What follows belongs to an exercise in optimizing a design on an open flow for small area, a short achievable clock period and few clock cycles per item; a production flow would make more cautious choices. Function was checked by simulation only, so behaviour that the tests miss may differ from the original.

==> flow/design.v <==
module yuv2rgb (
    input  wire       clk,
    input  wire       rst,
    input  wire       in_valid,
    output wire       in_ready,
    input  wire [7:0] in_y,
    input  wire [7:0] in_u,
    input  wire [7:0] in_v,
    output wire       out_valid,
    input  wire       out_ready,
    output wire [7:0] out_r,
    output wire [7:0] out_g,
    output wire [7:0] out_b,
    output wire [7:0] out_luma
);
    wire adv = out_ready | ~out_valid;
    reg       sk_v;
    reg [7:0] sk_y, sk_u, sk_v8;
    assign in_ready = ~sk_v;
    always @(posedge clk) begin
        if (rst)
            sk_v <= 1'b0;
        else if (adv)
            sk_v <= 1'b0;
        else if (in_valid)
            sk_v <= 1'b1;
        if (!sk_v) begin
            sk_y  <= in_y;
            sk_u  <= in_u;
            sk_v8 <= in_v;
        end
    end
    reg       s1_v;
    reg [7:0] s1_y, s1_u, s1_vv;
    always @(posedge clk) begin
        if (rst)
            s1_v <= 1'b0;
        else if (adv)
            s1_v <= sk_v | in_valid;
        if (adv) begin
            s1_y  <= sk_v ? sk_y  : in_y;
            s1_u  <= sk_v ? sk_u  : in_u;
            s1_vv <= sk_v ? sk_v8 : in_v;
        end
    end
    localparam signed [31:0] CR = -733056;
    localparam signed [31:0] CG = 285126312;
    localparam signed [31:0] CB = -463478;
    wire signed [31:0] nr = $signed({11'b0, s1_y, 12'b0}) + $signed(5743 * {1'b0, s1_vv}) + CR;
    wire signed [31:0] ng = $signed({2'b0, s1_y, 21'b0}) - 721705 * $signed({1'b0, s1_u}) - 1497652 * $signed({1'b0, s1_vv}) + CG;
    wire signed [31:0] nb = $signed({12'b0, s1_y, 11'b0}) + $signed(3629 * {1'b0, s1_u}) + CB;
    function [7:0] clampq;
        input signed [31:0] q;
        begin
            clampq = (q < 0) ? 8'd0 : (q > 255) ? 8'd255 : q[7:0];
        end
    endfunction
    reg       s2_v;
    reg [7:0] s2_r, s2_g, s2_b;
    always @(posedge clk) begin
        if (rst)
            s2_v <= 1'b0;
        else if (adv)
            s2_v <= s1_v;
        if (adv) begin
            s2_r <= clampq(nr >>> 12);
            s2_g <= clampq(ng >>> 21);
            s2_b <= clampq(nb >>> 11);
        end
    end
    wire [27:0] nl = 28'd78381 * s2_r + 28'd153878 * s2_g + 28'd29884 * s2_b + 28'd131330;
    reg       s3_v;
    reg [7:0] s3_r, s3_g, s3_b, s3_l;
    always @(posedge clk) begin
        if (rst)
            s3_v <= 1'b0;
        else if (adv)
            s3_v <= s2_v;
        if (adv) begin
            s3_r <= s2_r;
            s3_g <= s2_g;
            s3_b <= s2_b;
            s3_l <= nl[25:18];
        end
    end
    assign out_valid = s3_v;
    assign out_r = s3_r;
    assign out_g = s3_g;
    assign out_b = s3_b;
    assign out_luma = s3_l;
endmodule
==> flow/run.sh <==
#!/bin/bash
# synth_recipe.tcl (not shown) runs the flow's synth.tcl, then flattens the netlist and writes it again
# the make line also repeats each setting of config.mk as NAME=value (left out here)
make -C /OpenROAD-flow-scripts/flow DESIGN_CONFIG=/design/flow/config.mk WORK_HOME=/design/flow/orfs CLKGATE_MAP_FILE= SYNTH_SCRIPT=/design/flow/synth_recipe.tcl finish
==> flow/config.mk <==
export PLATFORM = sky130hd
export DESIGN_NAME = yuv2rgb
export DESIGN_NICKNAME = yuv2rgb
export VERILOG_FILES = /design/flow/design.v
export SDC_FILE = /design/flow/constraint.sdc
export NUM_CORES = 4
export LEC_CHECK = 0
export CAP_MARGIN = 20
export CORE_MARGIN = 2
export CORE_UTILIZATION = 40
export SLEW_MARGIN = 20
==> flow/constraint.sdc <==
create_clock -name core_clock -period 16.0 [get_ports {clk}]
set_input_delay 3.2000 -clock core_clock [delete_from_list [all_inputs] [get_ports {clk}]]
set_output_delay 3.2000 -clock core_clock [all_outputs]
set_load 0.01 [all_outputs]
==> flow_metrics.env, run 1 <==
export IMPL_slowest_stage="fa_1"
export IMPL_grt_busiest_layer="met2"
export IMPL_synthAdderAreaFrac_pct=51.5
export IMPL_cts_buffers=9
export IMPL_start_util_pct=40.7
export IMPL_cts_tree="built"
export IMPL_seq_share_pct=12.8
export IMPL_critical_path_top_delay_family="adder cells"
export IMPL_clkbuf_count=9
export IMPL_rsz0062_at_grt="false"
export IMPL_nets=3044
export IMPL_use_met3_pct=2.46
export IMPL_ff2ff_setup_slack_ns=7.62
export IMPL_io_pins=62
export IMPL_cp_num_buf_inv=4
export IMPL_synth_xor_xnor_area_share_pct=4.65
export IMPL_final_cell_mix="590 x inv_1, 487 x ha_1, 245 x fa_1"
export IMPL_status="no timing/DRC/antenna violations"
export IMPL_synth_compound_area_share_pct=12.0
export IMPL_inverters_excl_clock=590
export IMPL_clock_fmax_ghz=0.119
Testbench counts, summed over its fixed seeds: cycles 16,024, items 16,000.
==> inputs of run 2 (changes only) <==
==> flow/design.v (replaced) <==
module yuv2rgb (
    input  wire       clk,
    input  wire       rst,
    input  wire       in_valid,
    output wire       in_ready,
    input  wire [7:0] in_y,
    input  wire [7:0] in_u,
    input  wire [7:0] in_v,
    output wire       out_valid,
    input  wire       out_ready,
    output wire [7:0] out_r,
    output wire [7:0] out_g,
    output wire [7:0] out_b,
    output wire [7:0] out_luma
);
    wire adv = out_ready | ~out_valid;
    reg       sk_v;
    reg [7:0] sk_y, sk_u, sk_v8;
    assign in_ready = ~sk_v;
    always @(posedge clk) begin
        if (rst) sk_v <= 1'b0;
        else if (adv) sk_v <= 1'b0;
        else if (in_valid) sk_v <= 1'b1;
        if (!sk_v) begin sk_y <= in_y; sk_u <= in_u; sk_v8 <= in_v; end
    end
    reg       s1_v;
    reg [7:0] s1_y, s1_u, s1_vv;
    always @(posedge clk) begin
        if (rst) s1_v <= 1'b0;
        else if (adv) s1_v <= sk_v | in_valid;
        if (adv) begin
            s1_y  <= sk_v ? sk_y  : in_y;
            s1_u  <= sk_v ? sk_u  : in_u;
            s1_vv <= sk_v ? sk_v8 : in_v;
        end
    end
wire qr_w1 = 1'b1 ^ ~s1_vv[7];
wire qr_w2 = 1'b1 & ~s1_vv[7];
wire qr_w3 = s1_y[0] ^ s1_vv[5];
wire qr_w4 = s1_y[0] & s1_vv[5];
wire qr_w5 = s1_y[1] ^ s1_vv[6] ^ ~s1_vv[4];
wire qr_w6 = (s1_y[1] & s1_vv[6]) | (s1_y[1] & ~s1_vv[4]) | (s1_vv[6] & ~s1_vv[4]);
wire qr_w7 = 1'b1 ^ s1_y[2] ^ s1_vv[7];
wire qr_w8 = (1'b1 & s1_y[2]) | (1'b1 & s1_vv[7]) | (s1_y[2] & s1_vv[7]);
wire qr_w9 = ~s1_vv[5] ^ ~s1_vv[3];
wire qr_w10 = ~s1_vv[5] & ~s1_vv[3];
wire qr_w11 = 1'b1 ^ s1_y[3] ^ ~s1_vv[6];
wire qr_w12 = (1'b1 & s1_y[3]) | (1'b1 & ~s1_vv[6]) | (s1_y[3] & ~s1_vv[6]);
wire qr_w13 = ~s1_vv[4] ^ s1_vv[2];
wire qr_w14 = ~s1_vv[4] & s1_vv[2];
wire qr_w15 = s1_y[4] ^ ~s1_vv[7] ^ ~s1_vv[5];
wire qr_w16 = (s1_y[4] & ~s1_vv[7]) | (s1_y[4] & ~s1_vv[5]) | (~s1_vv[7] & ~s1_vv[5]);
wire qr_w17 = 1'b1 ^ s1_y[5];
wire qr_w18 = 1'b1 & s1_y[5];
wire qr_w19 = 1'b1 ^ ~s1_vv[7];
wire qr_w20 = 1'b1 & ~s1_vv[7];
wire qr_w21 = 1'b1 ^ ~s1_vv[4];
wire qr_w22 = 1'b1 & ~s1_vv[4];
wire qr_w23 = ~s1_vv[5] ^ s1_vv[2];
wire qr_w24 = ~s1_vv[5] & s1_vv[2];
wire qr_w25 = ~s1_vv[6] ^ s1_vv[3];
wire qr_w26 = ~s1_vv[6] & s1_vv[3];
wire qr_w27 = s1_vv[4] ^ ~s1_vv[2] ^ ~s1_vv[0];
wire qr_w28 = (s1_vv[4] & ~s1_vv[2]) | (s1_vv[4] & ~s1_vv[0]) | (~s1_vv[2] & ~s1_vv[0]);
wire qr_w29 = ~s1_vv[3] ^ ~s1_vv[1] ^ qr_w3;
wire qr_w30 = (~s1_vv[3] & ~s1_vv[1]) | (~s1_vv[3] & qr_w3) | (~s1_vv[1] & qr_w3);
wire qr_w31 = ~s1_vv[2] ^ s1_vv[0] ^ qr_w5;
wire qr_w32 = (~s1_vv[2] & s1_vv[0]) | (~s1_vv[2] & qr_w5) | (s1_vv[0] & qr_w5);
wire qr_w33 = s1_vv[1] ^ qr_w7 ^ qr_w9;
wire qr_w34 = (s1_vv[1] & qr_w7) | (s1_vv[1] & qr_w9) | (qr_w7 & qr_w9);
wire qr_w35 = qr_w11 ^ qr_w13 ^ qr_w8;
wire qr_w36 = (qr_w11 & qr_w13) | (qr_w11 & qr_w8) | (qr_w13 & qr_w8);
wire qr_w37 = s1_vv[3] ^ qr_w15 ^ qr_w12;
wire qr_w38 = (s1_vv[3] & qr_w15) | (s1_vv[3] & qr_w12) | (qr_w15 & qr_w12);
wire qr_w39 = ~s1_vv[6] ^ s1_vv[4] ^ qr_w17;
wire qr_w40 = (~s1_vv[6] & s1_vv[4]) | (~s1_vv[6] & qr_w17) | (s1_vv[4] & qr_w17);
wire qr_w41 = s1_y[6] ^ ~s1_vv[7] ^ s1_vv[5];
wire qr_w42 = (s1_y[6] & ~s1_vv[7]) | (s1_y[6] & s1_vv[5]) | (~s1_vv[7] & s1_vv[5]);
wire qr_w43 = 1'b1 ^ s1_y[7];
wire qr_w44 = 1'b1 & s1_y[7];
wire qr_w45 = 1'b1 ^ ~s1_vv[5];
wire qr_w46 = 1'b1 & ~s1_vv[5];
wire qr_w47 = ~s1_vv[6] ^ ~s1_vv[2];
wire qr_w48 = ~s1_vv[6] & ~s1_vv[2];
wire qr_w49 = ~s1_vv[3] ^ s1_vv[0] ^ qr_w19;
wire qr_w50 = (~s1_vv[3] & s1_vv[0]) | (~s1_vv[3] & qr_w19) | (s1_vv[0] & qr_w19);
wire qr_w51 = s1_vv[1] ^ qr_w21 ^ qr_w20;
wire qr_w52 = (s1_vv[1] & qr_w21) | (s1_vv[1] & qr_w20) | (qr_w21 & qr_w20);
wire qr_w53 = ~s1_vv[0] ^ qr_w23 ^ qr_w22;
wire qr_w54 = (~s1_vv[0] & qr_w23) | (~s1_vv[0] & qr_w22) | (qr_w23 & qr_w22);
wire qr_w55 = ~s1_vv[1] ^ qr_w25 ^ qr_w24;
wire qr_w56 = (~s1_vv[1] & qr_w25) | (~s1_vv[1] & qr_w24) | (qr_w25 & qr_w24);
wire qr_w57 = qr_w1 ^ qr_w27 ^ qr_w26;
wire qr_w58 = (qr_w1 & qr_w27) | (qr_w1 & qr_w26) | (qr_w27 & qr_w26);
wire qr_w59 = qr_w2 ^ qr_w29 ^ qr_w28;
wire qr_w60 = (qr_w2 & qr_w29) | (qr_w2 & qr_w28) | (qr_w29 & qr_w28);
wire qr_w61 = qr_w4 ^ qr_w31 ^ qr_w30;
wire qr_w62 = (qr_w4 & qr_w31) | (qr_w4 & qr_w30) | (qr_w31 & qr_w30);
wire qr_w63 = qr_w6 ^ qr_w33 ^ qr_w32;
wire qr_w64 = (qr_w6 & qr_w33) | (qr_w6 & qr_w32) | (qr_w33 & qr_w32);
wire qr_w65 = qr_w10 ^ qr_w35 ^ qr_w34;
wire qr_w66 = (qr_w10 & qr_w35) | (qr_w10 & qr_w34) | (qr_w35 & qr_w34);
wire qr_w67 = qr_w14 ^ qr_w37 ^ qr_w36;
wire qr_w68 = (qr_w14 & qr_w37) | (qr_w14 & qr_w36) | (qr_w37 & qr_w36);
wire qr_w69 = qr_w16 ^ qr_w39 ^ qr_w38;
wire qr_w70 = (qr_w16 & qr_w39) | (qr_w16 & qr_w38) | (qr_w39 & qr_w38);
wire qr_w71 = qr_w18 ^ qr_w41 ^ qr_w40;
wire qr_w72 = (qr_w18 & qr_w41) | (qr_w18 & qr_w40) | (qr_w41 & qr_w40);
wire qr_w73 = s1_vv[6] ^ qr_w43 ^ qr_w42;
wire qr_w74 = (s1_vv[6] & qr_w43) | (s1_vv[6] & qr_w42) | (qr_w43 & qr_w42);
wire qr_w75 = s1_vv[7] ^ qr_w44;
wire qr_w76 = s1_vv[7] & qr_w44;
wire [16:0] qr_a = {1'b1, qr_w75, qr_w73, qr_w71, qr_w69, qr_w67, qr_w65, qr_w63, qr_w61, qr_w59, qr_w57, qr_w55, qr_w53, qr_w51, qr_w49, qr_w47, ~s1_vv[1]};
wire [16:0] qr_b = {qr_w76, qr_w74, qr_w72, qr_w70, qr_w68, qr_w66, qr_w64, qr_w62, qr_w60, qr_w58, qr_w56, qr_w54, qr_w52, qr_w50, qr_w48, qr_w46, qr_w45};
wire [16:0] qr_s = qr_a + qr_b;
wire [9:0] qr = qr_s[16:7];
wire qg_w1 = ~s1_u[7] ^ ~s1_u[5];
wire qg_w2 = ~s1_u[7] & ~s1_u[5];
wire qg_w3 = ~s1_u[6] ^ ~s1_u[3];
wire qg_w4 = ~s1_u[6] & ~s1_u[3];
wire qg_w5 = ~s1_u[7] ^ ~s1_u[4];
wire qg_w6 = ~s1_u[7] & ~s1_u[4];
wire qg_w7 = ~s1_u[5] ^ ~s1_u[3];
wire qg_w8 = ~s1_u[5] & ~s1_u[3];
wire qg_w9 = ~s1_u[6] ^ ~s1_u[4] ^ s1_u[1];
wire qg_w10 = (~s1_u[6] & ~s1_u[4]) | (~s1_u[6] & s1_u[1]) | (~s1_u[4] & s1_u[1]);
wire qg_w11 = ~s1_u[7] ^ ~s1_u[5] ^ s1_u[2];
wire qg_w12 = (~s1_u[7] & ~s1_u[5]) | (~s1_u[7] & s1_u[2]) | (~s1_u[5] & s1_u[2]);
wire qg_w13 = 1'b1 ^ ~s1_u[6] ^ s1_u[3];
wire qg_w14 = (1'b1 & ~s1_u[6]) | (1'b1 & s1_u[3]) | (~s1_u[6] & s1_u[3]);
wire qg_w15 = ~s1_u[1] ^ s1_vv[7];
wire qg_w16 = ~s1_u[1] & s1_vv[7];
wire qg_w17 = ~s1_u[7] ^ s1_u[4] ^ ~s1_u[2];
wire qg_w18 = (~s1_u[7] & s1_u[4]) | (~s1_u[7] & ~s1_u[2]) | (s1_u[4] & ~s1_u[2]);
wire qg_w19 = s1_u[5] ^ ~s1_u[3];
wire qg_w20 = s1_u[5] & ~s1_u[3];
wire qg_w21 = 1'b1 ^ s1_u[6];
wire qg_w22 = 1'b1 & s1_u[6];
wire qg_w23 = 1'b1 ^ s1_y[0] ^ s1_u[5];
wire qg_w24 = (1'b1 & s1_y[0]) | (1'b1 & s1_u[5]) | (s1_y[0] & s1_u[5]);
wire qg_w25 = s1_y[1] ^ s1_u[6] ^ s1_u[4];
wire qg_w26 = (s1_y[1] & s1_u[6]) | (s1_y[1] & s1_u[4]) | (s1_u[6] & s1_u[4]);
wire qg_w27 = s1_y[2] ^ s1_u[7] ^ s1_u[5];
wire qg_w28 = (s1_y[2] & s1_u[7]) | (s1_y[2] & s1_u[5]) | (s1_u[7] & s1_u[5]);
wire qg_w29 = 1'b1 ^ s1_y[3];
wire qg_w30 = 1'b1 & s1_y[3];
wire qg_w31 = ~s1_u[2] ^ ~s1_u[0] ^ s1_vv[7];
wire qg_w32 = (~s1_u[2] & ~s1_u[0]) | (~s1_u[2] & s1_vv[7]) | (~s1_u[0] & s1_vv[7]);
wire qg_w33 = ~s1_u[1] ^ ~s1_vv[4] ^ s1_vv[2];
wire qg_w34 = (~s1_u[1] & ~s1_vv[4]) | (~s1_u[1] & s1_vv[2]) | (~s1_vv[4] & s1_vv[2]);
wire qg_w35 = ~s1_vv[0] ^ qg_w3;
wire qg_w36 = ~s1_vv[0] & qg_w3;
wire qg_w37 = ~s1_u[2] ^ ~s1_vv[5] ^ s1_vv[3];
wire qg_w38 = (~s1_u[2] & ~s1_vv[5]) | (~s1_u[2] & s1_vv[3]) | (~s1_vv[5] & s1_vv[3]);
wire qg_w39 = ~s1_vv[1] ^ qg_w5 ^ qg_w4;
wire qg_w40 = (~s1_vv[1] & qg_w5) | (~s1_vv[1] & qg_w4) | (qg_w5 & qg_w4);
wire qg_w41 = s1_u[0] ^ ~s1_vv[6] ^ s1_vv[4];
wire qg_w42 = (s1_u[0] & ~s1_vv[6]) | (s1_u[0] & s1_vv[4]) | (~s1_vv[6] & s1_vv[4]);
wire qg_w43 = ~s1_vv[2] ^ qg_w7 ^ qg_w6;
wire qg_w44 = (~s1_vv[2] & qg_w7) | (~s1_vv[2] & qg_w6) | (qg_w7 & qg_w6);
wire qg_w45 = ~s1_vv[7] ^ s1_vv[5] ^ ~s1_vv[3];
wire qg_w46 = (~s1_vv[7] & s1_vv[5]) | (~s1_vv[7] & ~s1_vv[3]) | (s1_vv[5] & ~s1_vv[3]);
wire qg_w47 = ~s1_vv[0] ^ qg_w9 ^ qg_w8;
wire qg_w48 = (~s1_vv[0] & qg_w9) | (~s1_vv[0] & qg_w8) | (qg_w9 & qg_w8);
wire qg_w49 = ~s1_u[0] ^ s1_vv[6] ^ ~s1_vv[4];
wire qg_w50 = (~s1_u[0] & s1_vv[6]) | (~s1_u[0] & ~s1_vv[4]) | (s1_vv[6] & ~s1_vv[4]);
wire qg_w51 = ~s1_vv[1] ^ qg_w11 ^ qg_w10;
wire qg_w52 = (~s1_vv[1] & qg_w11) | (~s1_vv[1] & qg_w10) | (qg_w11 & qg_w10);
wire qg_w53 = ~s1_vv[5] ^ ~s1_vv[2] ^ s1_vv[0];
wire qg_w54 = (~s1_vv[5] & ~s1_vv[2]) | (~s1_vv[5] & s1_vv[0]) | (~s1_vv[2] & s1_vv[0]);
wire qg_w55 = qg_w13 ^ qg_w15 ^ qg_w12;
wire qg_w56 = (qg_w13 & qg_w15) | (qg_w13 & qg_w12) | (qg_w15 & qg_w12);
wire qg_w57 = ~s1_vv[6] ^ ~s1_vv[3] ^ s1_vv[1];
wire qg_w58 = (~s1_vv[6] & ~s1_vv[3]) | (~s1_vv[6] & s1_vv[1]) | (~s1_vv[3] & s1_vv[1]);
wire qg_w59 = qg_w17 ^ qg_w14 ^ qg_w16;
wire qg_w60 = (qg_w17 & qg_w14) | (qg_w17 & qg_w16) | (qg_w14 & qg_w16);
wire qg_w61 = ~s1_vv[7] ^ ~s1_vv[4] ^ s1_vv[2];
wire qg_w62 = (~s1_vv[7] & ~s1_vv[4]) | (~s1_vv[7] & s1_vv[2]) | (~s1_vv[4] & s1_vv[2]);
wire qg_w63 = s1_vv[0] ^ qg_w19 ^ qg_w18;
wire qg_w64 = (s1_vv[0] & qg_w19) | (s1_vv[0] & qg_w18) | (qg_w19 & qg_w18);
wire qg_w65 = ~s1_u[4] ^ ~s1_vv[5] ^ s1_vv[3];
wire qg_w66 = (~s1_u[4] & ~s1_vv[5]) | (~s1_u[4] & s1_vv[3]) | (~s1_vv[5] & s1_vv[3]);
wire qg_w67 = s1_vv[1] ^ qg_w21 ^ qg_w20;
wire qg_w68 = (s1_vv[1] & qg_w21) | (s1_vv[1] & qg_w20) | (qg_w21 & qg_w20);
wire qg_w69 = s1_u[7] ^ ~s1_u[5] ^ ~s1_vv[6];
wire qg_w70 = (s1_u[7] & ~s1_u[5]) | (s1_u[7] & ~s1_vv[6]) | (~s1_u[5] & ~s1_vv[6]);
wire qg_w71 = s1_vv[4] ^ s1_vv[2] ^ qg_w22;
wire qg_w72 = (s1_vv[4] & s1_vv[2]) | (s1_vv[4] & qg_w22) | (s1_vv[2] & qg_w22);
wire qg_w73 = ~s1_u[6] ^ s1_u[0] ^ ~s1_vv[7];
wire qg_w74 = (~s1_u[6] & s1_u[0]) | (~s1_u[6] & ~s1_vv[7]) | (s1_u[0] & ~s1_vv[7]);
wire qg_w75 = s1_vv[5] ^ s1_vv[3] ^ s1_vv[0];
wire qg_w76 = (s1_vv[5] & s1_vv[3]) | (s1_vv[5] & s1_vv[0]) | (s1_vv[3] & s1_vv[0]);
wire qg_w77 = ~s1_u[7] ^ s1_u[1] ^ s1_vv[6];
wire qg_w78 = (~s1_u[7] & s1_u[1]) | (~s1_u[7] & s1_vv[6]) | (s1_u[1] & s1_vv[6]);
wire qg_w79 = s1_vv[4] ^ s1_vv[1];
wire qg_w80 = s1_vv[4] & s1_vv[1];
wire qg_w81 = s1_u[2] ^ s1_u[0] ^ s1_vv[7];
wire qg_w82 = (s1_u[2] & s1_u[0]) | (s1_u[2] & s1_vv[7]) | (s1_u[0] & s1_vv[7]);
wire qg_w83 = s1_vv[5] ^ s1_vv[2];
wire qg_w84 = s1_vv[5] & s1_vv[2];
wire qg_w85 = 1'b1 ^ s1_u[3] ^ s1_u[1];
wire qg_w86 = (1'b1 & s1_u[3]) | (1'b1 & s1_u[1]) | (s1_u[3] & s1_u[1]);
wire qg_w87 = s1_vv[6] ^ s1_vv[3] ^ s1_vv[0];
wire qg_w88 = (s1_vv[6] & s1_vv[3]) | (s1_vv[6] & s1_vv[0]) | (s1_vv[3] & s1_vv[0]);
wire qg_w89 = s1_u[4] ^ s1_u[2] ^ ~s1_u[0];
wire qg_w90 = (s1_u[4] & s1_u[2]) | (s1_u[4] & ~s1_u[0]) | (s1_u[2] & ~s1_u[0]);
wire qg_w91 = s1_vv[7] ^ s1_vv[4] ^ s1_vv[1];
wire qg_w92 = (s1_vv[7] & s1_vv[4]) | (s1_vv[7] & s1_vv[1]) | (s1_vv[4] & s1_vv[1]);
wire qg_w93 = s1_u[3] ^ ~s1_u[1] ^ s1_vv[5];
wire qg_w94 = (s1_u[3] & ~s1_u[1]) | (s1_u[3] & s1_vv[5]) | (~s1_u[1] & s1_vv[5]);
wire qg_w95 = s1_vv[2] ^ ~s1_vv[0] ^ qg_w23;
wire qg_w96 = (s1_vv[2] & ~s1_vv[0]) | (s1_vv[2] & qg_w23) | (~s1_vv[0] & qg_w23);
wire qg_w97 = ~s1_u[2] ^ s1_vv[6] ^ s1_vv[3];
wire qg_w98 = (~s1_u[2] & s1_vv[6]) | (~s1_u[2] & s1_vv[3]) | (s1_vv[6] & s1_vv[3]);
wire qg_w99 = ~s1_vv[1] ^ qg_w25 ^ qg_w24;
wire qg_w100 = (~s1_vv[1] & qg_w25) | (~s1_vv[1] & qg_w24) | (qg_w25 & qg_w24);
wire qg_w101 = ~s1_u[3] ^ s1_vv[7] ^ s1_vv[4];
wire qg_w102 = (~s1_u[3] & s1_vv[7]) | (~s1_u[3] & s1_vv[4]) | (s1_vv[7] & s1_vv[4]);
wire qg_w103 = ~s1_vv[2] ^ qg_w27 ^ qg_w26;
wire qg_w104 = (~s1_vv[2] & qg_w27) | (~s1_vv[2] & qg_w26) | (qg_w27 & qg_w26);
wire qg_w105 = s1_u[6] ^ ~s1_u[4] ^ s1_vv[5];
wire qg_w106 = (s1_u[6] & ~s1_u[4]) | (s1_u[6] & s1_vv[5]) | (~s1_u[4] & s1_vv[5]);
wire qg_w107 = ~s1_vv[3] ^ qg_w29 ^ qg_w28;
wire qg_w108 = (~s1_vv[3] & qg_w29) | (~s1_vv[3] & qg_w28) | (qg_w29 & qg_w28);
wire qg_w109 = s1_y[4] ^ s1_u[7] ^ ~s1_u[5];
wire qg_w110 = (s1_y[4] & s1_u[7]) | (s1_y[4] & ~s1_u[5]) | (s1_u[7] & ~s1_u[5]);
wire qg_w111 = s1_vv[6] ^ ~s1_vv[4] ^ qg_w30;
wire qg_w112 = (s1_vv[6] & ~s1_vv[4]) | (s1_vv[6] & qg_w30) | (~s1_vv[4] & qg_w30);
wire qg_w113 = s1_y[5] ^ ~s1_u[6] ^ s1_vv[7];
wire qg_w114 = (s1_y[5] & ~s1_u[6]) | (s1_y[5] & s1_vv[7]) | (~s1_u[6] & s1_vv[7]);
wire qg_w115 = ~s1_vv[3] ^ s1_vv[1];
wire qg_w116 = ~s1_vv[3] & s1_vv[1];
wire qg_w117 = qg_w2 ^ qg_w33 ^ qg_w35;
wire qg_w118 = (qg_w2 & qg_w33) | (qg_w2 & qg_w35) | (qg_w33 & qg_w35);
wire qg_w119 = qg_w37 ^ qg_w39 ^ qg_w34;
wire qg_w120 = (qg_w37 & qg_w39) | (qg_w37 & qg_w34) | (qg_w39 & qg_w34);
wire qg_w121 = qg_w41 ^ qg_w43 ^ qg_w38;
wire qg_w122 = (qg_w41 & qg_w43) | (qg_w41 & qg_w38) | (qg_w43 & qg_w38);
wire qg_w123 = qg_w45 ^ qg_w47 ^ qg_w42;
wire qg_w124 = (qg_w45 & qg_w47) | (qg_w45 & qg_w42) | (qg_w47 & qg_w42);
wire qg_w125 = qg_w49 ^ qg_w51 ^ qg_w46;
wire qg_w126 = (qg_w49 & qg_w51) | (qg_w49 & qg_w46) | (qg_w51 & qg_w46);
wire qg_w127 = qg_w53 ^ qg_w55 ^ qg_w50;
wire qg_w128 = (qg_w53 & qg_w55) | (qg_w53 & qg_w50) | (qg_w55 & qg_w50);
wire qg_w129 = qg_w57 ^ qg_w59 ^ qg_w54;
wire qg_w130 = (qg_w57 & qg_w59) | (qg_w57 & qg_w54) | (qg_w59 & qg_w54);
wire qg_w131 = qg_w61 ^ qg_w63 ^ qg_w58;
wire qg_w132 = (qg_w61 & qg_w63) | (qg_w61 & qg_w58) | (qg_w63 & qg_w58);
wire qg_w133 = qg_w65 ^ qg_w67 ^ qg_w62;
wire qg_w134 = (qg_w65 & qg_w67) | (qg_w65 & qg_w62) | (qg_w67 & qg_w62);
wire qg_w135 = qg_w69 ^ qg_w71 ^ qg_w66;
wire qg_w136 = (qg_w69 & qg_w71) | (qg_w69 & qg_w66) | (qg_w71 & qg_w66);
wire qg_w137 = qg_w73 ^ qg_w75 ^ qg_w70;
wire qg_w138 = (qg_w73 & qg_w75) | (qg_w73 & qg_w70) | (qg_w75 & qg_w70);
wire qg_w139 = qg_w77 ^ qg_w79 ^ qg_w74;
wire qg_w140 = (qg_w77 & qg_w79) | (qg_w77 & qg_w74) | (qg_w79 & qg_w74);
wire qg_w141 = qg_w81 ^ qg_w83 ^ qg_w78;
wire qg_w142 = (qg_w81 & qg_w83) | (qg_w81 & qg_w78) | (qg_w83 & qg_w78);
wire qg_w143 = qg_w85 ^ qg_w87 ^ qg_w82;
wire qg_w144 = (qg_w85 & qg_w87) | (qg_w85 & qg_w82) | (qg_w87 & qg_w82);
wire qg_w145 = qg_w89 ^ qg_w91 ^ qg_w86;
wire qg_w146 = (qg_w89 & qg_w91) | (qg_w89 & qg_w86) | (qg_w91 & qg_w86);
wire qg_w147 = qg_w93 ^ qg_w95 ^ qg_w90;
wire qg_w148 = (qg_w93 & qg_w95) | (qg_w93 & qg_w90) | (qg_w95 & qg_w90);
wire qg_w149 = qg_w97 ^ qg_w99 ^ qg_w94;
wire qg_w150 = (qg_w97 & qg_w99) | (qg_w97 & qg_w94) | (qg_w99 & qg_w94);
wire qg_w151 = qg_w101 ^ qg_w103 ^ qg_w98;
wire qg_w152 = (qg_w101 & qg_w103) | (qg_w101 & qg_w98) | (qg_w103 & qg_w98);
wire qg_w153 = qg_w105 ^ qg_w107 ^ qg_w102;
wire qg_w154 = (qg_w105 & qg_w107) | (qg_w105 & qg_w102) | (qg_w107 & qg_w102);
wire qg_w155 = qg_w109 ^ qg_w111 ^ qg_w106;
wire qg_w156 = (qg_w109 & qg_w111) | (qg_w109 & qg_w106) | (qg_w111 & qg_w106);
wire qg_w157 = ~s1_vv[5] ^ qg_w113 ^ qg_w110;
wire qg_w158 = (~s1_vv[5] & qg_w113) | (~s1_vv[5] & qg_w110) | (qg_w113 & qg_w110);
wire qg_w159 = s1_y[6] ^ ~s1_u[7] ^ ~s1_vv[6];
wire qg_w160 = (s1_y[6] & ~s1_u[7]) | (s1_y[6] & ~s1_vv[6]) | (~s1_u[7] & ~s1_vv[6]);
wire qg_w161 = qg_w1 ^ qg_w31;
wire qg_w162 = qg_w1 & qg_w31;
wire qg_w163 = qg_w32 ^ qg_w117 ^ qg_w116;
wire qg_w164 = (qg_w32 & qg_w117) | (qg_w32 & qg_w116) | (qg_w117 & qg_w116);
wire qg_w165 = qg_w36 ^ qg_w119 ^ qg_w118;
wire qg_w166 = (qg_w36 & qg_w119) | (qg_w36 & qg_w118) | (qg_w119 & qg_w118);
wire qg_w167 = qg_w40 ^ qg_w121 ^ qg_w120;
wire qg_w168 = (qg_w40 & qg_w121) | (qg_w40 & qg_w120) | (qg_w121 & qg_w120);
wire qg_w169 = qg_w44 ^ qg_w123 ^ qg_w122;
wire qg_w170 = (qg_w44 & qg_w123) | (qg_w44 & qg_w122) | (qg_w123 & qg_w122);
wire qg_w171 = qg_w48 ^ qg_w125 ^ qg_w124;
wire qg_w172 = (qg_w48 & qg_w125) | (qg_w48 & qg_w124) | (qg_w125 & qg_w124);
wire qg_w173 = qg_w52 ^ qg_w127 ^ qg_w126;
wire qg_w174 = (qg_w52 & qg_w127) | (qg_w52 & qg_w126) | (qg_w127 & qg_w126);
wire qg_w175 = qg_w56 ^ qg_w129 ^ qg_w128;
wire qg_w176 = (qg_w56 & qg_w129) | (qg_w56 & qg_w128) | (qg_w129 & qg_w128);
wire qg_w177 = qg_w60 ^ qg_w131 ^ qg_w130;
wire qg_w178 = (qg_w60 & qg_w131) | (qg_w60 & qg_w130) | (qg_w131 & qg_w130);
wire qg_w179 = qg_w64 ^ qg_w133 ^ qg_w132;
wire qg_w180 = (qg_w64 & qg_w133) | (qg_w64 & qg_w132) | (qg_w133 & qg_w132);
wire qg_w181 = qg_w68 ^ qg_w135 ^ qg_w134;
wire qg_w182 = (qg_w68 & qg_w135) | (qg_w68 & qg_w134) | (qg_w135 & qg_w134);
wire qg_w183 = qg_w72 ^ qg_w137 ^ qg_w136;
wire qg_w184 = (qg_w72 & qg_w137) | (qg_w72 & qg_w136) | (qg_w137 & qg_w136);
wire qg_w185 = qg_w76 ^ qg_w139 ^ qg_w138;
wire qg_w186 = (qg_w76 & qg_w139) | (qg_w76 & qg_w138) | (qg_w139 & qg_w138);
wire qg_w187 = qg_w80 ^ qg_w141 ^ qg_w140;
wire qg_w188 = (qg_w80 & qg_w141) | (qg_w80 & qg_w140) | (qg_w141 & qg_w140);
wire qg_w189 = qg_w84 ^ qg_w143 ^ qg_w142;
wire qg_w190 = (qg_w84 & qg_w143) | (qg_w84 & qg_w142) | (qg_w143 & qg_w142);
wire qg_w191 = qg_w88 ^ qg_w145 ^ qg_w144;
wire qg_w192 = (qg_w88 & qg_w145) | (qg_w88 & qg_w144) | (qg_w145 & qg_w144);
wire qg_w193 = qg_w92 ^ qg_w147 ^ qg_w146;
wire qg_w194 = (qg_w92 & qg_w147) | (qg_w92 & qg_w146) | (qg_w147 & qg_w146);
wire qg_w195 = qg_w96 ^ qg_w149 ^ qg_w148;
wire qg_w196 = (qg_w96 & qg_w149) | (qg_w96 & qg_w148) | (qg_w149 & qg_w148);
wire qg_w197 = qg_w100 ^ qg_w151 ^ qg_w150;
wire qg_w198 = (qg_w100 & qg_w151) | (qg_w100 & qg_w150) | (qg_w151 & qg_w150);
wire qg_w199 = qg_w104 ^ qg_w153 ^ qg_w152;
wire qg_w200 = (qg_w104 & qg_w153) | (qg_w104 & qg_w152) | (qg_w153 & qg_w152);
wire qg_w201 = qg_w108 ^ qg_w155 ^ qg_w154;
wire qg_w202 = (qg_w108 & qg_w155) | (qg_w108 & qg_w154) | (qg_w155 & qg_w154);
wire qg_w203 = qg_w112 ^ qg_w157 ^ qg_w156;
wire qg_w204 = (qg_w112 & qg_w157) | (qg_w112 & qg_w156) | (qg_w157 & qg_w156);
wire qg_w205 = qg_w114 ^ qg_w159 ^ qg_w158;
wire qg_w206 = (qg_w114 & qg_w159) | (qg_w114 & qg_w158) | (qg_w159 & qg_w158);
wire qg_w207 = s1_y[7] ^ ~s1_vv[7] ^ qg_w160;
wire qg_w208 = (s1_y[7] & ~s1_vv[7]) | (s1_y[7] & qg_w160) | (~s1_vv[7] & qg_w160);
wire [25:0] qg_a = {1'b1, 1'b1, qg_w207, qg_w205, qg_w203, qg_w201, qg_w199, qg_w197, qg_w195, qg_w193, qg_w191, qg_w189, qg_w187, qg_w185, qg_w183, qg_w181, qg_w179, qg_w177, qg_w175, qg_w173, qg_w171, qg_w169, qg_w167, qg_w165, qg_w163, qg_w115};
wire [25:0] qg_b = {1'b0, qg_w208, qg_w206, qg_w204, qg_w202, qg_w200, qg_w198, qg_w196, qg_w194, qg_w192, qg_w190, qg_w188, qg_w186, qg_w184, qg_w182, qg_w180, qg_w178, qg_w176, qg_w174, qg_w172, qg_w170, qg_w168, qg_w166, qg_w164, qg_w162, qg_w161};
wire [25:0] qg_s = qg_a + qg_b;
wire [9:0] qg = qg_s[25:16];
wire qb_w1 = 1'b1 ^ s1_u[7];
wire qb_w2 = 1'b1 & s1_u[7];
wire qb_w3 = 1'b1 ^ ~s1_u[6];
wire qb_w4 = 1'b1 & ~s1_u[6];
wire qb_w5 = 1'b1 ^ ~s1_u[7] ^ ~s1_u[5];
wire qb_w6 = (1'b1 & ~s1_u[7]) | (1'b1 & ~s1_u[5]) | (~s1_u[7] & ~s1_u[5]);
wire qb_w7 = 1'b1 ^ s1_y[0];
wire qb_w8 = 1'b1 & s1_y[0];
wire qb_w9 = 1'b1 ^ s1_y[1] ^ s1_u[6];
wire qb_w10 = (1'b1 & s1_y[1]) | (1'b1 & s1_u[6]) | (s1_y[1] & s1_u[6]);
wire qb_w11 = s1_y[2] ^ s1_u[7];
wire qb_w12 = s1_y[2] & s1_u[7];
wire qb_w13 = 1'b1 ^ s1_y[3];
wire qb_w14 = 1'b1 & s1_y[3];
wire qb_w15 = 1'b1 ^ s1_y[4];
wire qb_w16 = 1'b1 & s1_y[4];
wire qb_w17 = 1'b1 ^ s1_u[5];
wire qb_w18 = 1'b1 & s1_u[5];
wire qb_w19 = s1_u[6] ^ ~s1_u[4] ^ ~s1_u[2];
wire qb_w20 = (s1_u[6] & ~s1_u[4]) | (s1_u[6] & ~s1_u[2]) | (~s1_u[4] & ~s1_u[2]);
wire qb_w21 = ~s1_u[5] ^ ~s1_u[3] ^ s1_u[1];
wire qb_w22 = (~s1_u[5] & ~s1_u[3]) | (~s1_u[5] & s1_u[1]) | (~s1_u[3] & s1_u[1]);
wire qb_w23 = ~s1_u[4] ^ s1_u[2] ^ qb_w3;
wire qb_w24 = (~s1_u[4] & s1_u[2]) | (~s1_u[4] & qb_w3) | (s1_u[2] & qb_w3);
wire qb_w25 = s1_u[3] ^ ~s1_u[0] ^ qb_w5;
wire qb_w26 = (s1_u[3] & ~s1_u[0]) | (s1_u[3] & qb_w5) | (~s1_u[0] & qb_w5);
wire qb_w27 = ~s1_u[6] ^ s1_u[4] ^ ~s1_u[1];
wire qb_w28 = (~s1_u[6] & s1_u[4]) | (~s1_u[6] & ~s1_u[1]) | (s1_u[4] & ~s1_u[1]);
wire qb_w29 = ~s1_u[7] ^ s1_u[5] ^ ~s1_u[2];
wire qb_w30 = (~s1_u[7] & s1_u[5]) | (~s1_u[7] & ~s1_u[2]) | (s1_u[5] & ~s1_u[2]);
wire qb_w31 = ~s1_u[3] ^ s1_u[0] ^ qb_w9;
wire qb_w32 = (~s1_u[3] & s1_u[0]) | (~s1_u[3] & qb_w9) | (s1_u[0] & qb_w9);
wire qb_w33 = ~s1_u[4] ^ s1_u[1] ^ qb_w11;
wire qb_w34 = (~s1_u[4] & s1_u[1]) | (~s1_u[4] & qb_w11) | (s1_u[1] & qb_w11);
wire qb_w35 = ~s1_u[5] ^ s1_u[2] ^ qb_w13;
wire qb_w36 = (~s1_u[5] & s1_u[2]) | (~s1_u[5] & qb_w13) | (s1_u[2] & qb_w13);
wire qb_w37 = ~s1_u[6] ^ s1_u[3] ^ qb_w15;
wire qb_w38 = (~s1_u[6] & s1_u[3]) | (~s1_u[6] & qb_w15) | (s1_u[3] & qb_w15);
wire qb_w39 = s1_y[5] ^ ~s1_u[7] ^ s1_u[4];
wire qb_w40 = (s1_y[5] & ~s1_u[7]) | (s1_y[5] & s1_u[4]) | (~s1_u[7] & s1_u[4]);
wire qb_w41 = 1'b1 ^ s1_y[6];
wire qb_w42 = 1'b1 & s1_y[6];
wire qb_w43 = 1'b1 ^ s1_y[7];
wire qb_w44 = 1'b1 & s1_y[7];
wire qb_w45 = s1_u[4] ^ ~s1_u[2];
wire qb_w46 = s1_u[4] & ~s1_u[2];
wire qb_w47 = ~s1_u[3] ^ ~s1_u[1] ^ qb_w17;
wire qb_w48 = (~s1_u[3] & ~s1_u[1]) | (~s1_u[3] & qb_w17) | (~s1_u[1] & qb_w17);
wire qb_w49 = s1_u[0] ^ qb_w19 ^ qb_w18;
wire qb_w50 = (s1_u[0] & qb_w19) | (s1_u[0] & qb_w18) | (qb_w19 & qb_w18);
wire qb_w51 = qb_w1 ^ qb_w21 ^ qb_w20;
wire qb_w52 = (qb_w1 & qb_w21) | (qb_w1 & qb_w20) | (qb_w21 & qb_w20);
wire qb_w53 = qb_w2 ^ qb_w23 ^ qb_w22;
wire qb_w54 = (qb_w2 & qb_w23) | (qb_w2 & qb_w22) | (qb_w23 & qb_w22);
wire qb_w55 = qb_w4 ^ qb_w25 ^ qb_w24;
wire qb_w56 = (qb_w4 & qb_w25) | (qb_w4 & qb_w24) | (qb_w25 & qb_w24);
wire qb_w57 = qb_w6 ^ qb_w27 ^ qb_w26;
wire qb_w58 = (qb_w6 & qb_w27) | (qb_w6 & qb_w26) | (qb_w27 & qb_w26);
wire qb_w59 = qb_w7 ^ qb_w29 ^ qb_w28;
wire qb_w60 = (qb_w7 & qb_w29) | (qb_w7 & qb_w28) | (qb_w29 & qb_w28);
wire qb_w61 = qb_w8 ^ qb_w31 ^ qb_w30;
wire qb_w62 = (qb_w8 & qb_w31) | (qb_w8 & qb_w30) | (qb_w31 & qb_w30);
wire qb_w63 = qb_w10 ^ qb_w33 ^ qb_w32;
wire qb_w64 = (qb_w10 & qb_w33) | (qb_w10 & qb_w32) | (qb_w33 & qb_w32);
wire qb_w65 = qb_w12 ^ qb_w35 ^ qb_w34;
wire qb_w66 = (qb_w12 & qb_w35) | (qb_w12 & qb_w34) | (qb_w35 & qb_w34);
wire qb_w67 = qb_w14 ^ qb_w37 ^ qb_w36;
wire qb_w68 = (qb_w14 & qb_w37) | (qb_w14 & qb_w36) | (qb_w37 & qb_w36);
wire qb_w69 = qb_w16 ^ qb_w39 ^ qb_w38;
wire qb_w70 = (qb_w16 & qb_w39) | (qb_w16 & qb_w38) | (qb_w39 & qb_w38);
wire qb_w71 = s1_u[5] ^ qb_w41 ^ qb_w40;
wire qb_w72 = (s1_u[5] & qb_w41) | (s1_u[5] & qb_w40) | (qb_w41 & qb_w40);
wire qb_w73 = s1_u[6] ^ qb_w43 ^ qb_w42;
wire qb_w74 = (s1_u[6] & qb_w43) | (s1_u[6] & qb_w42) | (qb_w43 & qb_w42);
wire qb_w75 = s1_u[7] ^ qb_w44;
wire qb_w76 = s1_u[7] & qb_w44;
wire [17:0] qb_a = {1'b1, qb_w75, qb_w73, qb_w71, qb_w69, qb_w67, qb_w65, qb_w63, qb_w61, qb_w59, qb_w57, qb_w55, qb_w53, qb_w51, qb_w49, qb_w47, ~s1_u[0], s1_u[3]};
wire [17:0] qb_b = {qb_w76, qb_w74, qb_w72, qb_w70, qb_w68, qb_w66, qb_w64, qb_w62, qb_w60, qb_w58, qb_w56, qb_w54, qb_w52, qb_w50, qb_w48, qb_w46, qb_w45, ~s1_u[1]};
wire [17:0] qb_s = qb_a + qb_b;
wire [9:0] qb = qb_s[17:8];
    reg       s2_v;
    reg [7:0] s2_r, s2_g, s2_b;
    always @(posedge clk) begin
        if (rst) s2_v <= 1'b0;
        else if (adv) s2_v <= s1_v;
        if (adv) begin
            s2_r <= qr[9] ? 8'd0 : qr[8] ? 8'd255 : qr[7:0];
            s2_g <= qg[9] ? 8'd0 : qg[8] ? 8'd255 : qg[7:0];
            s2_b <= qb[9] ? 8'd0 : qb[8] ? 8'd255 : qb[7:0];
        end
    end
wire [8:0] lp1 = {1'b0,s2_r} + {1'b0,~s2_g};
wire [8:0] lp2 = {1'b0,s2_b} + {1'b0,~s2_g};
wire ql_w1 = lp1[6] ^ ~lp1[4];
wire ql_w2 = lp1[6] & ~lp1[4];
wire ql_w3 = lp1[7] ^ ~lp1[5];
wire ql_w4 = lp1[7] & ~lp1[5];
wire ql_w5 = 1'b1 ^ lp1[8] ^ ~lp1[6];
wire ql_w6 = (1'b1 & lp1[8]) | (1'b1 & ~lp1[6]) | (lp1[8] & ~lp1[6]);
wire ql_w7 = ~lp1[4] ^ lp1[2];
wire ql_w8 = ~lp1[4] & lp1[2];
wire ql_w9 = 1'b1 ^ ~lp1[7] ^ ~lp1[5];
wire ql_w10 = (1'b1 & ~lp1[7]) | (1'b1 & ~lp1[5]) | (~lp1[7] & ~lp1[5]);
wire ql_w11 = lp1[3] ^ lp1[0] ^ ~lp2[7];
wire ql_w12 = (lp1[3] & lp1[0]) | (lp1[3] & ~lp2[7]) | (lp1[0] & ~lp2[7]);
wire ql_w13 = 1'b1 ^ ~lp1[8] ^ ~lp1[6];
wire ql_w14 = (1'b1 & ~lp1[8]) | (1'b1 & ~lp1[6]) | (~lp1[8] & ~lp1[6]);
wire ql_w15 = lp1[4] ^ lp1[1] ^ ~lp2[8];
wire ql_w16 = (lp1[4] & lp1[1]) | (lp1[4] & ~lp2[8]) | (lp1[1] & ~lp2[8]);
wire ql_w17 = ~lp2[4] ^ lp2[2];
wire ql_w18 = ~lp2[4] & lp2[2];
wire ql_w19 = 1'b1 ^ ~lp1[7] ^ lp1[5];
wire ql_w20 = (1'b1 & ~lp1[7]) | (1'b1 & lp1[5]) | (~lp1[7] & lp1[5]);
wire ql_w21 = lp1[2] ^ ~lp2[5] ^ lp2[3];
wire ql_w22 = (lp1[2] & ~lp2[5]) | (lp1[2] & lp2[3]) | (~lp2[5] & lp2[3]);
wire ql_w23 = ~lp1[8] ^ lp1[6] ^ lp1[3];
wire ql_w24 = (~lp1[8] & lp1[6]) | (~lp1[8] & lp1[3]) | (lp1[6] & lp1[3]);
wire ql_w25 = ~lp1[0] ^ ~lp2[6] ^ lp2[4];
wire ql_w26 = (~lp1[0] & ~lp2[6]) | (~lp1[0] & lp2[4]) | (~lp2[6] & lp2[4]);
wire ql_w27 = 1'b1 ^ lp1[7] ^ lp1[4];
wire ql_w28 = (1'b1 & lp1[7]) | (1'b1 & lp1[4]) | (lp1[7] & lp1[4]);
wire ql_w29 = ~lp1[1] ^ ~lp2[7] ^ lp2[5];
wire ql_w30 = (~lp1[1] & ~lp2[7]) | (~lp1[1] & lp2[5]) | (~lp2[7] & lp2[5]);
wire ql_w31 = lp1[8] ^ lp1[5] ^ ~lp1[2];
wire ql_w32 = (lp1[8] & lp1[5]) | (lp1[8] & ~lp1[2]) | (lp1[5] & ~lp1[2]);
wire ql_w33 = lp1[0] ^ ~lp2[8] ^ lp2[6];
wire ql_w34 = (lp1[0] & ~lp2[8]) | (lp1[0] & lp2[6]) | (~lp2[8] & lp2[6]);
wire ql_w35 = lp1[6] ^ ~lp1[3] ^ lp1[1];
wire ql_w36 = (lp1[6] & ~lp1[3]) | (lp1[6] & lp1[1]) | (~lp1[3] & lp1[1]);
wire ql_w37 = lp2[7] ^ lp2[5];
wire ql_w38 = lp2[7] & lp2[5];
wire ql_w39 = lp1[7] ^ ~lp1[4] ^ lp1[2];
wire ql_w40 = (lp1[7] & ~lp1[4]) | (lp1[7] & lp1[2]) | (~lp1[4] & lp1[2]);
wire ql_w41 = lp1[0] ^ lp2[8] ^ lp2[6];
wire ql_w42 = (lp1[0] & lp2[8]) | (lp1[0] & lp2[6]) | (lp2[8] & lp2[6]);
wire ql_w43 = lp1[8] ^ ~lp1[5] ^ lp1[3];
wire ql_w44 = (lp1[8] & ~lp1[5]) | (lp1[8] & lp1[3]) | (~lp1[5] & lp1[3]);
wire ql_w45 = lp1[1] ^ lp2[7];
wire ql_w46 = lp1[1] & lp2[7];
wire ql_w47 = 1'b1 ^ s2_g[0] ^ ~lp1[6];
wire ql_w48 = (1'b1 & s2_g[0]) | (1'b1 & ~lp1[6]) | (s2_g[0] & ~lp1[6]);
wire ql_w49 = lp1[4] ^ lp1[2] ^ lp2[8];
wire ql_w50 = (lp1[4] & lp1[2]) | (lp1[4] & lp2[8]) | (lp1[2] & lp2[8]);
wire ql_w51 = 1'b1 ^ s2_g[1] ^ ~lp1[7];
wire ql_w52 = (1'b1 & s2_g[1]) | (1'b1 & ~lp1[7]) | (s2_g[1] & ~lp1[7]);
wire ql_w53 = lp1[5] ^ lp1[3];
wire ql_w54 = lp1[5] & lp1[3];
wire ql_w55 = 1'b1 ^ s2_g[2] ^ ~lp1[8];
wire ql_w56 = (1'b1 & s2_g[2]) | (1'b1 & ~lp1[8]) | (s2_g[2] & ~lp1[8]);
wire ql_w57 = lp1[6] ^ lp1[4];
wire ql_w58 = lp1[6] & lp1[4];
wire ql_w59 = ~lp1[2] ^ lp1[0] ^ lp2[8];
wire ql_w60 = (~lp1[2] & lp1[0]) | (~lp1[2] & lp2[8]) | (lp1[0] & lp2[8]);
wire ql_w61 = ~lp1[3] ^ lp1[1] ^ ~lp2[5];
wire ql_w62 = (~lp1[3] & lp1[1]) | (~lp1[3] & ~lp2[5]) | (lp1[1] & ~lp2[5]);
wire ql_w63 = ~lp2[1] ^ ql_w3;
wire ql_w64 = ~lp2[1] & ql_w3;
wire ql_w65 = ~lp2[6] ^ ~lp2[2] ^ lp2[0];
wire ql_w66 = (~lp2[6] & ~lp2[2]) | (~lp2[6] & lp2[0]) | (~lp2[2] & lp2[0]);
wire ql_w67 = ql_w5 ^ ql_w7 ^ ql_w4;
wire ql_w68 = (ql_w5 & ql_w7) | (ql_w5 & ql_w4) | (ql_w7 & ql_w4);
wire ql_w69 = ~lp2[3] ^ lp2[1] ^ ql_w9;
wire ql_w70 = (~lp2[3] & lp2[1]) | (~lp2[3] & ql_w9) | (lp2[1] & ql_w9);
wire ql_w71 = ql_w11 ^ ql_w6 ^ ql_w8;
wire ql_w72 = (ql_w11 & ql_w6) | (ql_w11 & ql_w8) | (ql_w6 & ql_w8);
wire ql_w73 = lp2[0] ^ ql_w13 ^ ql_w15;
wire ql_w74 = (lp2[0] & ql_w13) | (lp2[0] & ql_w15) | (ql_w13 & ql_w15);
wire ql_w75 = ql_w17 ^ ql_w10 ^ ql_w12;
wire ql_w76 = (ql_w17 & ql_w10) | (ql_w17 & ql_w12) | (ql_w10 & ql_w12);
wire ql_w77 = lp2[1] ^ ql_w19 ^ ql_w21;
wire ql_w78 = (lp2[1] & ql_w19) | (lp2[1] & ql_w21) | (ql_w19 & ql_w21);
wire ql_w79 = ql_w14 ^ ql_w16 ^ ql_w18;
wire ql_w80 = (ql_w14 & ql_w16) | (ql_w14 & ql_w18) | (ql_w16 & ql_w18);
wire ql_w81 = lp2[2] ^ ~lp2[0] ^ ql_w23;
wire ql_w82 = (lp2[2] & ~lp2[0]) | (lp2[2] & ql_w23) | (~lp2[0] & ql_w23);
wire ql_w83 = ql_w25 ^ ql_w20 ^ ql_w22;
wire ql_w84 = (ql_w25 & ql_w20) | (ql_w25 & ql_w22) | (ql_w20 & ql_w22);
wire ql_w85 = lp2[3] ^ ~lp2[1] ^ ql_w27;
wire ql_w86 = (lp2[3] & ~lp2[1]) | (lp2[3] & ql_w27) | (~lp2[1] & ql_w27);
wire ql_w87 = ql_w29 ^ ql_w24 ^ ql_w26;
wire ql_w88 = (ql_w29 & ql_w24) | (ql_w29 & ql_w26) | (ql_w24 & ql_w26);
wire ql_w89 = lp2[4] ^ ~lp2[2] ^ ql_w31;
wire ql_w90 = (lp2[4] & ~lp2[2]) | (lp2[4] & ql_w31) | (~lp2[2] & ql_w31);
wire ql_w91 = ql_w33 ^ ql_w28 ^ ql_w30;
wire ql_w92 = (ql_w33 & ql_w28) | (ql_w33 & ql_w30) | (ql_w28 & ql_w30);
wire ql_w93 = ~lp2[3] ^ lp2[0] ^ ql_w35;
wire ql_w94 = (~lp2[3] & lp2[0]) | (~lp2[3] & ql_w35) | (lp2[0] & ql_w35);
wire ql_w95 = ql_w37 ^ ql_w32 ^ ql_w34;
wire ql_w96 = (ql_w37 & ql_w32) | (ql_w37 & ql_w34) | (ql_w32 & ql_w34);
wire ql_w97 = ~lp2[4] ^ lp2[1] ^ ql_w39;
wire ql_w98 = (~lp2[4] & lp2[1]) | (~lp2[4] & ql_w39) | (lp2[1] & ql_w39);
wire ql_w99 = ql_w41 ^ ql_w36 ^ ql_w38;
wire ql_w100 = (ql_w41 & ql_w36) | (ql_w41 & ql_w38) | (ql_w36 & ql_w38);
wire ql_w101 = ~lp2[5] ^ lp2[2] ^ ql_w43;
wire ql_w102 = (~lp2[5] & lp2[2]) | (~lp2[5] & ql_w43) | (lp2[2] & ql_w43);
wire ql_w103 = ql_w45 ^ ql_w40 ^ ql_w42;
wire ql_w104 = (ql_w45 & ql_w40) | (ql_w45 & ql_w42) | (ql_w40 & ql_w42);
wire ql_w105 = ~lp2[6] ^ lp2[3] ^ ql_w47;
wire ql_w106 = (~lp2[6] & lp2[3]) | (~lp2[6] & ql_w47) | (lp2[3] & ql_w47);
wire ql_w107 = ql_w49 ^ ql_w44 ^ ql_w46;
wire ql_w108 = (ql_w49 & ql_w44) | (ql_w49 & ql_w46) | (ql_w44 & ql_w46);
wire ql_w109 = ~lp2[7] ^ lp2[4] ^ ql_w51;
wire ql_w110 = (~lp2[7] & lp2[4]) | (~lp2[7] & ql_w51) | (lp2[4] & ql_w51);
wire ql_w111 = ql_w53 ^ ql_w48 ^ ql_w50;
wire ql_w112 = (ql_w53 & ql_w48) | (ql_w53 & ql_w50) | (ql_w48 & ql_w50);
wire ql_w113 = ~lp2[8] ^ lp2[5] ^ ql_w55;
wire ql_w114 = (~lp2[8] & lp2[5]) | (~lp2[8] & ql_w55) | (lp2[5] & ql_w55);
wire ql_w115 = ql_w57 ^ ql_w52 ^ ql_w54;
wire ql_w116 = (ql_w57 & ql_w52) | (ql_w57 & ql_w54) | (ql_w52 & ql_w54);
wire ql_w117 = s2_g[3] ^ lp1[7] ^ lp1[5];
wire ql_w118 = (s2_g[3] & lp1[7]) | (s2_g[3] & lp1[5]) | (lp1[7] & lp1[5]);
wire ql_w119 = lp2[6] ^ ql_w56 ^ ql_w58;
wire ql_w120 = (lp2[6] & ql_w56) | (lp2[6] & ql_w58) | (ql_w56 & ql_w58);
wire ql_w121 = s2_g[4] ^ lp1[8] ^ lp1[6];
wire ql_w122 = (s2_g[4] & lp1[8]) | (s2_g[4] & lp1[6]) | (lp1[8] & lp1[6]);
wire ql_w123 = ~lp2[4] ^ ~lp2[0];
wire ql_w124 = ~lp2[4] & ~lp2[0];
wire ql_w125 = ql_w2 ^ ql_w61 ^ ql_w63;
wire ql_w126 = (ql_w2 & ql_w61) | (ql_w2 & ql_w63) | (ql_w61 & ql_w63);
wire ql_w127 = ql_w65 ^ ql_w67 ^ ql_w62;
wire ql_w128 = (ql_w65 & ql_w67) | (ql_w65 & ql_w62) | (ql_w67 & ql_w62);
wire ql_w129 = ql_w69 ^ ql_w71 ^ ql_w66;
wire ql_w130 = (ql_w69 & ql_w71) | (ql_w69 & ql_w66) | (ql_w71 & ql_w66);
wire ql_w131 = ql_w73 ^ ql_w75 ^ ql_w70;
wire ql_w132 = (ql_w73 & ql_w75) | (ql_w73 & ql_w70) | (ql_w75 & ql_w70);
wire ql_w133 = ql_w77 ^ ql_w79 ^ ql_w74;
wire ql_w134 = (ql_w77 & ql_w79) | (ql_w77 & ql_w74) | (ql_w79 & ql_w74);
wire ql_w135 = ql_w81 ^ ql_w83 ^ ql_w78;
wire ql_w136 = (ql_w81 & ql_w83) | (ql_w81 & ql_w78) | (ql_w83 & ql_w78);
wire ql_w137 = ql_w85 ^ ql_w87 ^ ql_w82;
wire ql_w138 = (ql_w85 & ql_w87) | (ql_w85 & ql_w82) | (ql_w87 & ql_w82);
wire ql_w139 = ql_w89 ^ ql_w91 ^ ql_w86;
wire ql_w140 = (ql_w89 & ql_w91) | (ql_w89 & ql_w86) | (ql_w91 & ql_w86);
wire ql_w141 = ql_w93 ^ ql_w95 ^ ql_w90;
wire ql_w142 = (ql_w93 & ql_w95) | (ql_w93 & ql_w90) | (ql_w95 & ql_w90);
wire ql_w143 = ql_w97 ^ ql_w99 ^ ql_w94;
wire ql_w144 = (ql_w97 & ql_w99) | (ql_w97 & ql_w94) | (ql_w99 & ql_w94);
wire ql_w145 = ql_w101 ^ ql_w103 ^ ql_w98;
wire ql_w146 = (ql_w101 & ql_w103) | (ql_w101 & ql_w98) | (ql_w103 & ql_w98);
wire ql_w147 = ql_w105 ^ ql_w107 ^ ql_w102;
wire ql_w148 = (ql_w105 & ql_w107) | (ql_w105 & ql_w102) | (ql_w107 & ql_w102);
wire ql_w149 = ql_w109 ^ ql_w111 ^ ql_w106;
wire ql_w150 = (ql_w109 & ql_w111) | (ql_w109 & ql_w106) | (ql_w111 & ql_w106);
wire ql_w151 = ql_w113 ^ ql_w115 ^ ql_w110;
wire ql_w152 = (ql_w113 & ql_w115) | (ql_w113 & ql_w110) | (ql_w115 & ql_w110);
wire ql_w153 = ql_w117 ^ ql_w119 ^ ql_w114;
wire ql_w154 = (ql_w117 & ql_w119) | (ql_w117 & ql_w114) | (ql_w119 & ql_w114);
wire ql_w155 = lp2[7] ^ ql_w121 ^ ql_w118;
wire ql_w156 = (lp2[7] & ql_w121) | (lp2[7] & ql_w118) | (ql_w121 & ql_w118);
wire ql_w157 = s2_g[5] ^ lp1[7] ^ lp2[8];
wire ql_w158 = (s2_g[5] & lp1[7]) | (s2_g[5] & lp2[8]) | (lp1[7] & lp2[8]);
wire ql_w159 = ql_w1 ^ ql_w59;
wire ql_w160 = ql_w1 & ql_w59;
wire ql_w161 = ql_w60 ^ ql_w125 ^ ql_w124;
wire ql_w162 = (ql_w60 & ql_w125) | (ql_w60 & ql_w124) | (ql_w125 & ql_w124);
wire ql_w163 = ql_w64 ^ ql_w127 ^ ql_w126;
wire ql_w164 = (ql_w64 & ql_w127) | (ql_w64 & ql_w126) | (ql_w127 & ql_w126);
wire ql_w165 = ql_w68 ^ ql_w129 ^ ql_w128;
wire ql_w166 = (ql_w68 & ql_w129) | (ql_w68 & ql_w128) | (ql_w129 & ql_w128);
wire ql_w167 = ql_w72 ^ ql_w131 ^ ql_w130;
wire ql_w168 = (ql_w72 & ql_w131) | (ql_w72 & ql_w130) | (ql_w131 & ql_w130);
wire ql_w169 = ql_w76 ^ ql_w133 ^ ql_w132;
wire ql_w170 = (ql_w76 & ql_w133) | (ql_w76 & ql_w132) | (ql_w133 & ql_w132);
wire ql_w171 = ql_w80 ^ ql_w135 ^ ql_w134;
wire ql_w172 = (ql_w80 & ql_w135) | (ql_w80 & ql_w134) | (ql_w135 & ql_w134);
wire ql_w173 = ql_w84 ^ ql_w137 ^ ql_w136;
wire ql_w174 = (ql_w84 & ql_w137) | (ql_w84 & ql_w136) | (ql_w137 & ql_w136);
wire ql_w175 = ql_w88 ^ ql_w139 ^ ql_w138;
wire ql_w176 = (ql_w88 & ql_w139) | (ql_w88 & ql_w138) | (ql_w139 & ql_w138);
wire ql_w177 = ql_w92 ^ ql_w141 ^ ql_w140;
wire ql_w178 = (ql_w92 & ql_w141) | (ql_w92 & ql_w140) | (ql_w141 & ql_w140);
wire ql_w179 = ql_w96 ^ ql_w143 ^ ql_w142;
wire ql_w180 = (ql_w96 & ql_w143) | (ql_w96 & ql_w142) | (ql_w143 & ql_w142);
wire ql_w181 = ql_w100 ^ ql_w145 ^ ql_w144;
wire ql_w182 = (ql_w100 & ql_w145) | (ql_w100 & ql_w144) | (ql_w145 & ql_w144);
wire ql_w183 = ql_w104 ^ ql_w147 ^ ql_w146;
wire ql_w184 = (ql_w104 & ql_w147) | (ql_w104 & ql_w146) | (ql_w147 & ql_w146);
wire ql_w185 = ql_w108 ^ ql_w149 ^ ql_w148;
wire ql_w186 = (ql_w108 & ql_w149) | (ql_w108 & ql_w148) | (ql_w149 & ql_w148);
wire ql_w187 = ql_w112 ^ ql_w151 ^ ql_w150;
wire ql_w188 = (ql_w112 & ql_w151) | (ql_w112 & ql_w150) | (ql_w151 & ql_w150);
wire ql_w189 = ql_w116 ^ ql_w153 ^ ql_w152;
wire ql_w190 = (ql_w116 & ql_w153) | (ql_w116 & ql_w152) | (ql_w153 & ql_w152);
wire ql_w191 = ql_w120 ^ ql_w155 ^ ql_w154;
wire ql_w192 = (ql_w120 & ql_w155) | (ql_w120 & ql_w154) | (ql_w155 & ql_w154);
wire ql_w193 = ql_w122 ^ ql_w157 ^ ql_w156;
wire ql_w194 = (ql_w122 & ql_w157) | (ql_w122 & ql_w156) | (ql_w157 & ql_w156);
wire ql_w195 = s2_g[6] ^ lp1[8] ^ ql_w158;
wire ql_w196 = (s2_g[6] & lp1[8]) | (s2_g[6] & ql_w158) | (lp1[8] & ql_w158);
wire ql_w197 = 1'b1 ^ s2_g[7];
wire ql_w198 = 1'b1 & s2_g[7];
wire [19:0] ql_a = {ql_w197, ql_w195, ql_w193, ql_w191, ql_w189, ql_w187, ql_w185, ql_w183, ql_w181, ql_w179, ql_w177, ql_w175, ql_w173, ql_w171, ql_w169, ql_w167, ql_w165, ql_w163, ql_w161, ql_w123};
wire [19:0] ql_b = {ql_w196, ql_w194, ql_w192, ql_w190, ql_w188, ql_w186, ql_w184, ql_w182, ql_w180, ql_w178, ql_w176, ql_w174, ql_w172, ql_w170, ql_w168, ql_w166, ql_w164, ql_w162, ql_w160, ql_w159};
wire [19:0] ql_s = ql_a + ql_b;
wire [7:0] ql = ql_s[19:12];
    reg       s3_v;
    reg [7:0] s3_r, s3_g, s3_b, s3_l;
    always @(posedge clk) begin
        if (rst) s3_v <= 1'b0;
        else if (adv) s3_v <= s2_v;
        if (adv) begin
            s3_r <= s2_r; s3_g <= s2_g; s3_b <= s2_b; s3_l <= ql;
        end
    end
    assign out_valid = s3_v;
    assign out_r = s3_r;
    assign out_g = s3_g;
    assign out_b = s3_b;
    assign out_luma = s3_l;
endmodule
==> flow_metrics.env, run 2 <==
export IMPL_post_cts_repair_setup_buffers=0
export IMPL_worstSetupPathType="flop to flop"
export IMPL_ff2ff_setup_slack_ns=9.24
export IMPL_synth_nets=1510
export IMPL_cts_root_buf="clkbuf_16"
export IMPL_clock_fmax_ghz=0.148
export IMPL_gr_usage_all_layers_pct=17.6
export IMPL_avgViaCountPerCell=4.90
export IMPL_syn_area_per_cell_um2=11.1
export IMPL_synthAdderAreaFrac_pct=47.3
export IMPL_die_h_um=182
export IMPL_setup_violations=0
export IMPL_synth_top_family_by_area="adder cells"
export IMPL_finalHoldViolCount=0
export IMPL_setup_tns_ns=0
export IMPL_rsz0062_at_grt="false"
export IMPL_cts_buffer_depth=2
export IMPL_portBuffers=61
export IMPL_final_cell_mix="281 x inv_1, 202 x fa_1, 146 x ha_1"
export IMPL_period_needed_ns=6.76
export IMPL_io_pins=62
export IMPL_hpwl_mm=22.9
export IMPL_drc=0
export IMPL_yosysTopAreaCell="fa_1"
export IMPL_synth_commonest_cells="281 x inv_1, 202 x fa_1, 146 x ha_1"
export IMPL_path_clk_slew_ns=0.09
export IMPL_synth_compound_area_share_pct=8.92
export IMPL_yosysSeqAreaShare_pct=23.5
export IMPL_rr_endpoint="s3_l[7]"
export IMPL_hold_start="s2_g[2]"
export IMPL_antennaDiodeCount=0
export IMPL_hold_path_end="s3_g[2]"
export IMPL_crit_fanout=6
export IMPL_fin_worst_skew_ns=0.0144
export IMPL_cts_tree="built"
export IMPL_antenna_found_initial=1
export IMPL_critPathMaxStageDelay_ns=0.56
export IMPL_postCtsHoldBufs=0
export IMPL_synthSimpleGateAreaFrac_pct=4.90
export IMPL_yosysMostFrequentCell="inv_1"
export IMPL_hold_class="flop to flop"
export IMPL_maxCapViolCount=0
export IMPL_synth_main_ff_cell="edfxtp_1"
export IMPL_place_inst=1593
export IMPL_drtAntennaViolNets=0
export IMPL_nets=1578
export IMPL_synth_xor_xnor_area_share_pct=4.41
export IMPL_ys_ff_latch=108
export IMPL_grt_max_degree=58
export IMPL_layout_commonest_cell="inv_1"
export IMPL_drive_gt1_share_pct=5.88
export IMPL_arrival_ns=6.87
export IMPL_yosys_top_cells_area="fa_1 32%, edfxtp_1 19%, ha_1 14%"
export IMPL_synthMuxAreaShare_pct=2.38
export IMPL_insertion_delay_ns=0.36
export IMPL_hold_path_depth=0
export IMPL_r2r_start="s2_g[0]"
export IMPL_status="no timing/DRC/antenna violations"
export IMPL_drt_pass1_iter_count=5
export IMPL_htree_levels=3
export IMPL_slowest_stage="fa_1"
export IMPL_die_w_um=182
export IMPL_gr_total_overflow=0
export IMPL_cts_buffers=9
export IMPL_post_cts_resized=0
export IMPL_netlist_area_mm2=0.0126
export IMPL_start_util_pct=40.3
export IMPL_gp_congestion=0.869
-- run 2: worst max-delay path by stage --
stage | from | end | slack [ns] | cells after the start
floorplan | out_ready | s1_u[0] | 9.92 | 2
detailed placement | s2_g[0] | s3_l[7] | 9.26 | 26
finish | s2_g[0] | s3_l[7] | 9.24 | 26
global placement | s2_g[0] | s3_l[7] | 9.31 | 26
CTS | s2_g[0] | s3_l[7] | 9.22 | 26
global route | s2_g[0] | s3_l[7] | 8.60 | 26
-- run 2: cell type report --
cell class / count / area, um^2
repair buffers: 66 / 648
well taps: 402 / 503
fillers: 2903 / 17300
multi-input cells: 734 / 8580
inverters: 283 / 1060
clock inverters: 7 / 68.8
flip-flops and latches: 108 / 2960
clock buffers: 9 / 225
-- run 2: logic make-up after synthesis --
family,Yosys count
flops,108
buf+inv,292
mux,27
xor+xnor,61
fa+ha+maj,357
simple gates,127
compound gates,162
-- run 2: through the flow --
stage | setup WS, ns | hold slack, ns | util (%)
floorplan | 9.92 | 0.426 | -
global placement | 9.31 | 0.429 | 43.9
detailed placement | 9.26 | 0.440 | 43.9
CTS | 9.22 | 0.458 | 44.9
global route | 8.60 | 0.462 | 44.9
finish | 9.24 | 0.455 | 44.9
-- run 2: worst max-delay path, delay by kind of cell, from the launching register on --
kind / cells / cell delay, ns
compound gates: 11 / 2.16
xor+xnor: 1 / 0.14
fa+ha+maj: 7 / 2.89
buf+inv: 5 / 0.50
flops: 1 / 0.39
simple gates: 2 / 0.40
-- run 2: routing by layer --
layer | vias to the layer above | routed length (um) | track usage (%)
met4 | 2 | 524 | 4.59
met5 | - | 8 | 0
met2 | 147 | 13200 | 30.4
met3 | 43 | 864 | 2.13
met1 | 3914 | 12700 | 23.6
li1 | 3777 | - | -
Testbench counts of run 2, summed over its fixed seeds: cycles 16,024, items 16,000.

[afterwards: timing with drivers on the ports]
In the flow no input, the clock included, has a driving cell. The finished layouts below were timed again as built, in two steps.
Step 1, drivers: a clkbuf_16 drives clk and a buf_2 each remaining input, both assumed.
Step 2 times the ports against the registers' clock, not the clock port: input delays grow and output delays shrink by t, the midpoint of the rising clock arrivals with the driver on.
Slacks: no drivers / after step 1 / after step 2; pairs: no drivers / after step 1.
run	t (ns)	setup slack, ns
run 1	0.449	7.617 / 7.617 / 7.617
run 2	0.394	9.236 / 9.236 / 9.236
After both steps setup and hold are still met in every run listed.
